Context: an optimization exercise on an open-source flow, tuned for small area, a short achievable clock period and few clock cycles per item. The choices shown serve that exercise and are no tape-out recipe.
Function was checked by simulation only, so behaviour that the tests miss may differ from the original.
Power is estimated from default activity; no workload was simulated.

// cffu_chk
module cffu_chk (
    input  wire        clk,
    input  wire        rst,           
    input  wire        cmd_valid,
    output wire        cmd_ready,
    input  wire        cmd_crc32,     
    input  wire [19:0] cmd_len,       
    input  wire [31:0] cmd_expect,    
    input  wire        in_valid,
    output wire        in_ready,
    input  wire [31:0] in_data,
    output reg         done,
    output wire [31:0] result,
    output reg         match
);
    localparam [31:0] CRC_POLY = 32'hEDB88320;
    reg         cr_q;         
    reg         rdy_q;        
    reg         st_ini;       
    reg         st_run;       
    reg         st_afin;      
    reg         st_inv;       
    reg         st_fin;       
    reg  [3:0]  kcnt;
    reg         qstep, a_ex, b_ex;
    reg  [4:0]  icnt;
    reg         empty;        
    reg         alg_crc;
    reg  [1:0]  zpad;         
    reg  [31:0] expect_q;
    reg  [17:0] wcnt;         
    reg         wpart;        
    reg  [31:0] in_q;
    reg         in_v, in_l;
    reg  [9:0]  sw_s;
    reg  [10:0] sw_t;         
    reg  [11:0] sw_w;
    reg         sw_v, sw_l;
    reg  [16:0] xq;           
    reg         ga_q, gb_q;   
    reg  [15:0] lo, hi;       
    reg         a16;          
    reg  [1:0]  bh;           
    assign cmd_ready = cr_q;
    assign in_ready  = rdy_q;
    assign result    = {hi, lo};
    wire accept = cmd_valid & cr_q;
    wire crc_last = st_run & alg_crc & in_v & in_l;
    wire adl_last = st_run & !alg_crc & sw_v & sw_l;
    wire take   = in_valid & rdy_q;
    function [17:0] ks_add(input [17:0] a, input [17:0] b);
        integer i, d;
        reg [17:0] g, p, gg, pp;
        begin
            p  = a ^ b;
            g  = a & b;
            gg = g;
            pp = p;
            for (d = 1; d < 18; d = d * 2)
                for (i = 17; i >= d; i = i - 1) begin
                    gg[i] = gg[i] | (pp[i] & gg[i-d]);
                    pp[i] = pp[i] & pp[i-d];
                end
            ks_add = p ^ {gg[16:0], 1'b0};
        end
    endfunction
  ...
For scale: about 1600 cells after synthesis, roughly 0.014 mm^2 of cells after synthesis.
Settings: LEC_CHECK=0, CAP_MARGIN=20, CORE_MARGIN=2, CORE_UTILIZATION=52, SETUP_SLACK_MARGIN=5, SLEW_MARGIN=20, TNS_END_PERCENT=0; clock period 8.0 ns.
standard.sh (not shown) runs the stock make flow with config.mk's settings and CLKGATE_MAP_FILE= SYNTH_SCRIPT=/design/flow/synth_recipe.tcl, a recipe that flattens the netlist after the stock synthesis.
==> flow/flow/run.sh <==
#!/bin/bash
# Standard synthesis, then the combinational logic between the standard
# synthesis's registers is re-mapped by ABC for delay (registers, their names
# and cell types are kept as they are), then the standard layout with
# port buffers of our choosing.
set -euo pipefail
W=$(pwd)
R=$W/orfs/results/$FLOW_PLATFORM/cffu_chk/base
LIB=$FLOW_HOME/platforms/$FLOW_PLATFORM/lib/sky130_fd_sc_hd__tt_025C_1v80.lib

bash standard.sh synth > $W/flow_synth.log 2>&1

cp $R/1_2_yosys.v $W/standard_synth.v
DUARGS=""
for c in $(cat $W/flow/dontuse.txt); do DUARGS="$DUARGS -dont_use $c"; done
sed -e "s#@LIB@#$LIB#g" -e "s#@IN@#$W/standard_synth.v#" -e "s#@OUT@#$W/remapped.v#" \
    -e "s#@SCRIPT@#$W/flow/remap.abc#" -e "s#@DU@#$DUARGS#" $W/flow/remap.ys > $W/remap_run.ys
yosys -l $W/flow_remap.log -q $W/remap_run.ys > /dev/null 2>&1
cp $W/remapped.v $R/1_2_yosys.v
rm -f $R/1_synth.odb $R/1_synth.sdc

# repair settings, if any
if [[ -f $W/flow/env.sh ]]; then source $W/flow/env.sh; fi
# port buffers: see flow/ports.tcl
export DONT_BUFFER_PORTS=1
export PRE_GLOBAL_PLACE_TCL=$W/flow/ports.tcl
bash standard.sh > $W/flow_layout.log 2>&1
Other scripts of this flow, unchanged in this note and not shown: flow/flow/dontuse.txt, flow/flow/env.sh, flow/flow/ports.tcl, flow/flow/remap.abc, flow/flow/remap.ys
Testbench counts at the start, summed over its fixed seeds: cycles 47,128, bytes 184,073.
==> next run, changes <==
--- a/flow/design.v
+++ b/flow/design.v
@@ -264,32 +264,33 @@
             empty    <= (cmd_len == 20'd0);
             wpart    <= len_p;
         end
         if (cr_q)
             wcnt <= len_w;
         else if (in_v)
             wcnt <= wdec;
         in_q <= in_m;
-        sw_s <= (in_v & !alg_crc) ? s_sum : 10'd0;
-        sw_t <= (in_v & !alg_crc) ? t_sum : 11'd15;
-        sw_w <= (in_v & !alg_crc) ? w_sum : 12'd0;
+        sw_s <= in_v ? s_sum : 10'd0;
+        sw_t <= in_v ? t_sum : 11'd15;
+        sw_w <= in_v ? w_sum : 12'd0;
         xq   <= x_nx;
         ga_q <= ga_set & ge_a & !a16;
         gb_q <= gb_set & ge_b & !bh[0];
         if (st_ini) begin
             lo  <= alg_crc ? 16'd0 : 16'd1;
             hi  <= 16'd0;
             a16 <= 1'b0;
             bh  <= 2'd0;
-        end else if (alg_crc & st_run & in_v) begin
-            {hi, lo} <= crc_nx;
-        end else if (alg_crc & st_inv) begin
-            {hi, lo} <= crc_iv;
-        end else begin
+        end else if (alg_crc) begin
+            if (st_run & in_v)
+                {hi, lo} <= crc_nx;
+            else if (st_inv)
+                {hi, lo} <= crc_iv;
+        end else if (st_run | st_afin) begin
             {a16, lo} <= a_nx;
             {bh, hi}  <= b_nx;
             if (a_ex) a16 <= 1'b0;
             if (b_ex) bh  <= 2'd0;
         end
         if (st_ini)
             icnt <= {zpad, 3'b000} - 5'd1;
         else if (st_inv)
@@ -310,17 +311,17 @@
             match   <= 1'b0;
             in_v    <= 1'b0;
             in_l    <= 1'b0;
             sw_v    <= 1'b0;
             sw_l    <= 1'b0;
         end else begin
             in_v <= take;
             in_l <= take & last1;
-            sw_v <= in_v & !alg_crc;
+            sw_v <= in_v;
             sw_l <= in_l;
             done  <= st_fin;
             match <= ({hi, lo} == expect_q);
             st_ini  <= accept;
             st_run  <= (st_ini & !empty) | (st_run & !crc_last & !adl_last);
             st_afin <= afin_n;
             qstep   <= qstep_n;
             a_ex    <= a_ex_n;
Effect: The new run went through all stages and came out clean. Synthesized cell count decreases slightly. Final area rises slightly. Die area came out higher slightly. Wire length decreases by a few percent. Power decreases by a little under a tenth. Non-clock buffer count came out higher by 4. Utilization decreases by 0.92 points. Combinational power drops by about a fifth.
Testbench counts after the change, summed over its fixed seeds: cycles 47,128, bytes 184,073.

-- static timing again, ports no longer ideal --
How much do the figures lean on ideal ports? The routed layouts below were timed once more, with nothing changed but the port constraints. Step 1: set_driving_cell puts a clkbuf_16 on clk and a buf_2 on each other input, an assumption about the parent block. Step 2, shift: input delay + t, output delay - t, t = (earliest + latest rising clock arrival at the registers) / 2. This alone moves slack from input paths to output paths. Three values: ideal, step 1, step 2; two values: the first two.
run | shift t [ns] | slack for setup (ns) | worst setup path after step 2 | worst slew at a driven data input, ns
the first run | 0.506 | 4.799 / 4.799 / 4.799 | register to register | 0.31
the second run | 0.489 | 4.511 / 4.511 / 4.511 | register to register | 0.30
After both steps setup and hold are still met in every run listed.
